What follows belongs to an exercise in optimizing a design on an open flow for small area, a short achievable clock period and few clock cycles per item; a production flow would make more cautious choices. At most, simulation tests tie the RTL to the original design; equivalence was not proved. Power figures rest on the tool's default switching activity, not on a simulated workload.

==> flow/design.v (excerpt) <==
module chord_mixer (
    input  wire        clk,
    input  wire        rst,
    input  wire        in_valid,
    output wire        in_ready,
    input  wire [1:0]  in_n,
    input  wire [31:0] in_s0,
    input  wire [31:0] in_s1,
    input  wire [31:0] in_s2,
    output wire        out_valid,
    input  wire        out_ready,
    output wire [31:0] out_data
);
Size: ~3,400 cells after synthesis, about 460 flip-flops, roughly 140 I/O pins, roughly 25,000 µm² of cells after synthesis.
export LEC_CHECK = 0
export ABC_AREA = 1
export CAP_MARGIN = 20
export CORE_MARGIN = 2
export CORE_UTILIZATION = 40
export CTS_CLUSTER_DIAMETER = 120
export CTS_CLUSTER_SIZE = 24
export SLEW_MARGIN = 20
create_clock -name core_clock -period 14.0 [get_ports {clk}]
standard.sh (not shown) runs the stock make flow with config.mk's settings and CLKGATE_MAP_FILE= SYNTH_SCRIPT=/design/flow/synth_recipe.tcl, a recipe that flattens the netlist after the stock synthesis.
==> flow/flow/run.sh <==
#!/bin/bash
# Own layout flow: the standard synthesis and layout, with two changes:
#  - the timing repair after placement, clock tree synthesis and global
#    routing aims for more setup slack than the flow settings allow;
#  - every input and output port still gets a buffer, but a plain buffer
#    (buf_2) rather than the delay cell buffer_ports picks by default.
# The clock period and all constraints stay those of constraint.sdc. Each
# step's output goes to a log of its own in the work folder (ORFS also keeps
# its per-step logs under orfs/).
set -euo pipefail
MARGIN=${MARGIN:-10}
PORTBUF=${PORTBUF:-sky130_fd_sc_hd__buf_2}
bash standard.sh synth > synth.log 2>&1
bash standard.sh finish SETUP_SLACK_MARGIN=$MARGIN \
    "BUFFER_PORTS_ARGS=-inputs -outputs -buffer_cell $PORTBUF" > layout.log 2>&1
Testbench counts at the start, summed over its fixed seeds: cycles 16,056, items 16,000.
Rerun with:
Settings changed: CAP_MARGIN 20 to 5, SLEW_MARGIN 20 to 5.
After rerunning:
- The new run completed with no timing, DRC or antenna violations
- global-route usage stays the same
- hold slack stays flat
- cell area is unchanged
- register-to-register slack is about the same
- clock power stays flat
- routed wire length is about the same

---

red:
Another version of the RTL of chord_mixer (not shown whole).
For scale: about 450 flip-flops, ~0.028 mm2 of cells after synthesis.
export LEC_CHECK = 0
export ABC_AREA = 0
export CAP_MARGIN = 20
export CORE_MARGIN = 2
export CORE_UTILIZATION = 40
export SLEW_MARGIN = 20
create_clock -name core_clock -period 14.0 [get_ports {clk}]
==> flow/flow/run.sh <==
#!/bin/bash
# Own layout flow: the standard synthesis and layout, with the timing
# repair after placement, clock tree synthesis and global routing aiming for
# more setup slack than the flow settings allow. The clock period and all
# constraints stay those of constraint.sdc. Each step's output goes to a log
# of its own in the work folder (ORFS also keeps its per-step logs under orfs/).
set -euo pipefail
MARGIN=${MARGIN:-9.5}
bash standard.sh synth > synth.log 2>&1
bash standard.sh finish SETUP_SLACK_MARGIN=$MARGIN > layout.log 2>&1
What blue does differently from red at the input level:
- a change of ABC_AREA from 0 to 1
[summary]
Looking at final cell count, blue sits above red. red and blue ended up with nearly the same final weighted congestion in routability-driven placement. In blue, count of mapped cells out of synthesis is higher than in red. met2 wire length shrinks by more than 10% when moving from red to blue. | number of antenna violations at the first check in global routing | higher: red |.
Function was not checked in any run of this note: the RTL went through the layout flow alone.

---

chord_mixer with an RTL version that a note above also has.
Size in the first run: roughly 3400 cells after synthesis, about 460 flip-flops, roughly 140 I/O pins, roughly 25000 um2 of cells after synthesis.
==> flow/config.mk <==
export PLATFORM = sky130hd
export DESIGN_NAME = chord_mixer
export DESIGN_NICKNAME = chord_mixer
export VERILOG_FILES = /design/flow/design.v
export SDC_FILE = /design/flow/constraint.sdc
export NUM_CORES = 4
export LEC_CHECK = 0
export ABC_AREA = 1
export CAP_MARGIN = 20
export CORE_MARGIN = 2
export CORE_UTILIZATION = 40
export CTS_CLUSTER_DIAMETER = 120
export CTS_CLUSTER_SIZE = 24
export SLEW_MARGIN = 20
==> flow/constraint.sdc <==
create_clock -name core_clock -period 14.0 [get_ports {clk}]
set_input_delay 2.8000 -clock core_clock [delete_from_list [all_inputs] [get_ports {clk}]]
set_output_delay 2.8000 -clock core_clock [all_outputs]
set_load 0.01 [all_outputs]
==> flow/flow/run.sh <==
#!/bin/bash
# Own layout flow: the standard synthesis and layout, with two changes:
#  - the timing repair after placement, clock tree synthesis and global
#    routing aims for more setup slack than the flow settings allow;
#  - every input and output port still gets a buffer, but a plain buffer
#    (buf_2) rather than the delay cell buffer_ports picks by default.
# The clock period and all constraints stay those of constraint.sdc. Each
# step's output goes to a log of its own in the work folder (ORFS also keeps
# its per-step logs under orfs/).
set -euo pipefail
MARGIN=${MARGIN:-10.1}
PORTBUF=${PORTBUF:-sky130_fd_sc_hd__buf_2}
bash standard.sh synth > synth.log 2>&1
bash standard.sh finish SETUP_SLACK_MARGIN=$MARGIN \
    "BUFFER_PORTS_ARGS=-inputs -outputs -buffer_cell $PORTBUF" > layout.log 2>&1
The starting point completed with no timing, DRC or antenna violations.
Testbench counts at the start, summed over its fixed seeds: cycles 16,056, items 16,000.
Edit:
--- a/flow/flow/run.sh
+++ b/flow/flow/run.sh
@@ -10,3 +10,3 @@
 set -euo pipefail
-MARGIN=${MARGIN:-10.1}
+MARGIN=${MARGIN:-10}
 PORTBUF=${PORTBUF:-sky130_fd_sc_hd__buf_2}
--- a/flow/config.mk
+++ b/flow/config.mk
@@ -12,3 +12,3 @@
 export CTS_CLUSTER_DIAMETER = 120
-export CTS_CLUSTER_SIZE = 24
+export CTS_CLUSTER_SIZE = 28
 export SLEW_MARGIN = 20
Outcome:
- The new run finished with timing, DRC and antenna clean
- clock power goes down by 7.2%
- synthesized area stays the same
- hold slack barely changes
- routed wire length came out lower by 0.91%
- power falls by 0.86%

---

The RTL this note starts from:
==> flow/design.v <==
module mix_fadd_a (
    input  wire [30:0] a,
    input  wire [30:0] b,
    output wire [58:0] f         
);
    wire [7:0]  ea = a[30:23];
    wire [7:0]  eb = b[30:23];
    wire        inf_in = (&ea) | (&eb);
    wire        na = |ea;
    wire        nb = |eb;
    wire [7:0]  Ea = {ea[7:1], ea[0] | ~na};
    wire [7:0]  Eb = {eb[7:1], eb[0] | ~nb};
    wire [8:0]  dab = {1'b0, Ea} - {1'b0, Eb};
    wire [7:0]  dba = Eb - Ea;
    wire        a_hi = ~dab[8];
    wire [7:0]  d    = a_hi ? dab[7:0] : dba;
    wire [7:0]  e_hi = a_hi ? Ea : Eb;
    wire [23:0] m_hi = a_hi ? {na, a[22:0]} : {nb, b[22:0]};
    wire [23:0] m_lo = a_hi ? {nb, b[22:0]} : {na, a[22:0]};
    wire [4:0]  ds = (|d[7:5]) ? 5'd31 : d[4:0];
    wire [25:0] l0 = {m_lo, 2'b00};
    wire [25:0] l1 = ds[0] ? {1'b0,  l0[25:2],  l0[1]   | l0[0]} : l0;
    wire [25:0] l2 = ds[1] ? {2'b0,  l1[25:3],  |l1[2:0]}        : l1;
    wire [25:0] l3 = ds[2] ? {4'b0,  l2[25:5],  |l2[4:0]}        : l2;
    wire [25:0] l4 = ds[3] ? {8'b0,  l3[25:9],  |l3[8:0]}        : l3;
    wire [25:0] al = ds[4] ? {16'b0, l4[25:17], |l4[16:0]}       : l4;
    assign f = {inf_in, e_hi, m_hi, al};
endmodule
module mix_fadd_b (
    input  wire [58:0] f,
    output wire [30:0] y
);
    wire        inf_in = f[58];
    wire [7:0]  e_hi   = f[57:50];
    wire [23:0] m_hi   = f[49:26];
    wire [23:0] lo     = f[25:2];
    wire        G      = f[1];
    wire        S      = f[0];
    wire [23:0] p = m_hi ^ lo;
    wire [23:0] g = m_hi & lo;
    wire        rup_n = G & (S | p[0]);          
    wire        rup_c = p[0] & (G | S | p[1]);   
    wire        cn    = g[0] | (p[0] & rup_n);   
    wire        cc    = g[0] | rup_c;
    wire [23:1] gp, pp;
    mix_prefix u_pre (.g(g[23:1]), .p(p[23:1]), .G(gp), .P(pp));
    wire [24:1] kn = {gp | (pp & {23{cn}}), cn};
    wire [24:1] kc = {gp | (pp & {23{cc}}), cc};
    wire        co = gp[23] | (pp[23] & g[0]);    
    wire [24:0] sn = {kn[24], p[23:1] ^ kn[23:1], p[0] ^ rup_n};
    wire [23:1] sc = p[23:1] ^ kc[23:1];
    wire [7:0]  e_up  = e_hi + 8'd1;
    wire [7:0]  field = (co | sn[24]) ? e_up : (sn[23] ? e_hi : 8'd0);
    wire [22:0] man   = co ? sc[23:1] : sn[22:0];
    wire        ov    = (co | sn[24]) & (&e_hi[7:1]);   
    assign y = (inf_in | ov) ? 31'h7F800000 : {field, man};
endmodule
module mix_prefix (
    input  wire [23:1] g,
    input  wire [23:1] p,
    output wire [23:1] G,
    output wire [23:1] P
);
    wire [22:0] gl [0:5];
    wire [22:0] pl [0:5];
    assign gl[0] = g;
    assign pl[0] = p;
    genvar k, i;
    generate
        for (k = 0; k < 5; k = k + 1) begin : gk
            for (i = 0; i < 23; i = i + 1) begin : gi
                if ((i >> k) & 1) begin : gc
                    localparam integer J = ((i >> k) << k) - 1;
                    assign gl[k+1][i] = gl[k][i] | (pl[k][i] & gl[k][J]);
                    assign pl[k+1][i] = pl[k][i] & pl[k][J];
                end else begin : gn
                    assign gl[k+1][i] = gl[k][i];
                    assign pl[k+1][i] = pl[k][i];
                end
            end
        end
    endgenerate
    assign G = gl[5];
    assign P = pl[5];
endmodule
module mix_fdiv (
    input  wire [30:0] x,
    input  wire [1:0]  n,
    output wire [30:0] y,
    output wire        rup
);
    wire [7:0]  ex = x[30:23];
    wire        nx = |ex;
    wire        e1 = (ex[7:1] == 7'd0);         
    wire [23:0] M  = {nx, x[22:0]};
    wire [30:0] h_pre = e1 ? {8'd0, M[23:1]} : {ex - 8'd1, x[22:0]};
    wire        h_rup = e1 & M[0] & M[1];
    wire [1:0]  r;
    wire [22:0] q;
    mix_div3 u_d3 (.m(M), .q(q), .r(r));
    wire        f24 = r[1];             
    wire        f23 = r[0];             
    wire        f22 = r[1];
    wire        nz  = r[1] | r[0];
    wire        top = q[22];            
    wire [8:0]  f0  = {1'b0, ex} - {7'd0, ~top, top};
    wire        normal = ~f0[8] & (|f0[7:0]) & nx;
    wire [22:0] n_man = top ? {q[21:0], f24} : {q[20:0], f24, f23};
    wire        n_g   = top ? f23 : f22;
    wire [22:0] s_man = e1 ? q : {q[21:0], f24};
    wire        s_g   = e1 ? f24 : f23;
    wire [30:0] t_pre = normal ? {f0[7:0], n_man} : {8'd0, s_man};
    wire        t_g   = normal ? n_g : s_g;
    wire        t_rup = t_g & (nz | t_pre[0]);
    wire        pass = n[0] & ~n[1] | (&ex);
    assign y   = pass ? x : (n[1] & ~n[0]) ? h_pre : t_pre;
    assign rup = ~pass & ((n[1] & ~n[0]) ? h_rup : t_rup);
endmodule
module mix_div3 (
    input  wire [23:0] m,
    output wire [22:0] q,
    output wire [1:0]  r
);
    function [1:0] add3;                
        input [1:0] a, b;
        begin
            case ({a, b})
                4'b0000, 4'b0110, 4'b1001: add3 = 2'd0;
                4'b0001, 4'b0100, 4'b1010: add3 = 2'd1;
                default:                   add3 = 2'd2;
            endcase
        end
    endfunction
    wire [1:0] s [0:4][0:11];
    genvar t, k;
    generate
        for (t = 0; t < 12; t = t + 1) begin : gp
            wire [1:0] p = m[2*t+1:2*t];
            assign s[0][t] = (p == 2'd3) ? 2'd0 : p;
        end
        for (k = 0; k < 4; k = k + 1) begin : gl
            for (t = 0; t < 12; t = t + 1) begin : gt
                localparam integer P = 11 - t;
                localparam integer Q = ((P >> k) << k) - 1;
                if ((P >> k) & 1)
                    assign s[k+1][t] = add3(s[k][11 - Q], s[k][t]);
                else
                    assign s[k+1][t] = s[k][t];
            end
        end
        for (t = 0; t < 12; t = t + 1) begin : gq
            wire [1:0] rin = (t == 11) ? 2'd0 : s[4][(t == 11) ? 11 : t + 1];
            wire [3:0] v   = {rin, m[2*t+1:2*t]};
            reg  [1:0] qd;
            always @(*) begin
                case (v)
                    4'd0, 4'd1, 4'd2:   qd = 2'd0;
                    4'd3, 4'd4, 4'd5:   qd = 2'd1;
                    4'd6, 4'd7, 4'd8:   qd = 2'd2;
                    default:            qd = 2'd3;
                endcase
            end
            if (t == 11) begin : gtop
                assign q[22] = qd[0];
            end else begin : glow
                assign q[2*t+1:2*t] = qd;
            end
        end
    endgenerate
    assign r = s[4][0];
endmodule
module chord_mixer (
    input  wire        clk,
    input  wire        rst,
    input  wire        in_valid,
    output wire        in_ready,
    input  wire [1:0]  in_n,
    input  wire [31:0] in_s0,
    input  wire [31:0] in_s1,
    input  wire [31:0] in_s2,
    output wire        out_valid,
    input  wire        out_ready,
    output wire [31:0] out_data
);
    reg         v0, v1, v2, v3, v4, v5;
    reg  [1:0]  n0, n1, n2, n3, n4;
    reg  [30:0] x0, x1, x2;          
    reg  [58:0] f1;                  
    reg  [30:0] y1;
    reg  [30:0] s01;                 
    reg  [30:0] y2;
    reg  [58:0] f3;                  
    reg  [30:0] sum;                 
    reg  [30:0] pre;                 
    reg         rup;
    reg         ov, sv;              
    reg  [30:0] od, sd;
    wire        adv = ~sv;           
    wire [58:0] f1_d, f3_d;
    wire [30:0] s01_d, sum_d, pre_d;
    wire        rup_d;
    mix_fadd_a u_a1 (.a(x0),  .b(x1), .f(f1_d));
    mix_fadd_b u_b1 (.f(f1),  .y(s01_d));
    mix_fadd_a u_a2 (.a(s01), .b(y2), .f(f3_d));
    mix_fadd_b u_b2 (.f(f3),  .y(sum_d));
    mix_fdiv   u_d  (.x(sum), .n(n4), .y(pre_d), .rup(rup_d));
    wire [30:0] res = pre + {30'd0, rup};
    wire        pop = ov & out_ready;
    always @(posedge clk) begin
        if (adv) begin
            x0  <= in_s0[30:0];
            x1  <= in_n[1] ? in_s1[30:0] : 31'd0;
            x2  <= (in_n == 2'd3) ? in_s2[30:0] : 31'd0;
            n0  <= in_n;
            f1  <= f1_d;   y1 <= x2;  n1 <= n0;
            s01 <= s01_d;  y2 <= y1;  n2 <= n1;
            f3  <= f3_d;              n3 <= n2;
            sum <= sum_d;             n4 <= n3;
            pre <= pre_d;  rup <= rup_d;
            if (v5 & ov & ~pop)
                sd <= res;
            if (v5 & (~ov | pop))
                od <= res;
        end else if (pop) begin
            od <= sd;
        end
        if (rst) begin
            {v0, v1, v2, v3, v4, v5} <= 6'd0;
            ov <= 1'b0;
            sv <= 1'b0;
        end else begin
            if (adv) begin
                {v0, v1, v2, v3, v4, v5} <= {in_valid, v0, v1, v2, v3, v4};
                ov <= v5 | (ov & ~pop);
                sv <= v5 & ov & ~pop;
            end else if (pop) begin
                sv <= 1'b0;
            end
        end
    end
    assign in_ready  = adv;
    assign out_valid = ov;
    assign out_data  = {1'b0, od};
endmodule
clock: 14.0 ns
lec_check: 0
abc_area: 1
cap_margin: 20
core_margin: 2
core_utilization: 40
setup_slack_margin: 5
slew_margin: 20
run.sh (not shown) runs the stock make flow with config.mk's settings and CLKGATE_MAP_FILE= SYNTH_SCRIPT=/design/flow/synth_recipe.tcl, a recipe that flattens the netlist after the stock synthesis.
Stock flow here: none of the scripts above is used.
The starting point went through all stages and came out clean.
Testbench counts at the start, summed over its fixed seeds: cycles 16,056, items 16,000.
Rerun with:
==> flow/flow/run.sh (new file) <==
#!/bin/bash
# Own layout flow: the standard synthesis and layout, with the timing
# repair after placement, clock tree synthesis and global routing aiming for
# more setup slack than the flow settings allow. The clock period and all
# constraints stay those of constraint.sdc. Each step's output goes to a log
# of its own in the work folder (ORFS also keeps its per-step logs under orfs/).
set -euo pipefail
MARGIN=${MARGIN:-9}
bash standard.sh synth > synth.log 2>&1
bash standard.sh finish SETUP_SLACK_MARGIN=$MARGIN > layout.log 2>&1
==> flow/standard.sh (new file) <==
#!/bin/bash
# synth_recipe.tcl (not shown) runs the flow's synth.tcl, then flattens the netlist and writes it again
# the make line also repeats each setting of config.mk as NAME=value (left out here)
make -C /OpenROAD-flow-scripts/flow DESIGN_CONFIG=/design/flow/config.mk WORK_HOME=/design/flow/orfs CLKGATE_MAP_FILE= SYNTH_SCRIPT=/design/flow/synth_recipe.tcl "${@:-finish}"
- SETUP_SLACK_MARGIN: 5 -> unset
removed: flow/run.sh
Effect:
- total power rises by 3.6%
- synthesized cell count does not change
- setup slack gets better by 1.2 ns
- sequential share of layout area falls by 0.82 points
- cell area came out higher by 2.0%
- clock-buffer cell count went up by 5
- clock power increases by about 7%
- non-clock buffer count went up by 26
- die area does not change
- final cell count is higher by 0.78%

-- static timing again, ports no longer ideal --
How much do the figures lean on ideal ports? The routed layouts below were timed once more, with nothing changed but the port constraints.
Step 1, drivers: a clkbuf_16 drives clk and a buf_2 each remaining input, both assumed.
Step 2 adds t to the input delays and takes it off the output delays; t is the mean of the earliest and latest rising clock arrival at the registers after step 1. Input paths then give back, and output paths get back, about the clock's delay inside the block.
a / b / c = ideal / step 1 / step 2; a / b = the first two.
run	t (ns)	setup slack, ns	clock arrival spread, ns	pins driven straight from the clock port
the first run of note 1	0.629	10.027 / 9.971 / 9.621	0.028 / 0.028	1
the second run of note 1	0.631	10.036 / 9.980 / 9.638	0.031 / 0.031	1
red	0.672	8.803 / 8.803 / 8.803	0.034 / 0.034	1
blue	0.653	9.749 / 9.689 / 9.562	0.047 / 0.047	1
the first run of note 3	0.629	10.035 / 9.979 / 9.614	0.028 / 0.028	1
the second run of note 3	0.619	10.046 / 9.989 / 9.641	0.023 / 0.023	1
the first run of note 4	0.647	7.844 / 7.844 / 7.844	0.033 / 0.033	1
the second run of note 4	0.645	9.069 / 9.069 / 9.069	0.023 / 0.023	1
After both steps setup and hold are still met in every run listed. For the first run of note 3, which loses most, drivers alone change the setup slack by -0.056 ns; drivers and shift together by -0.421 ns.
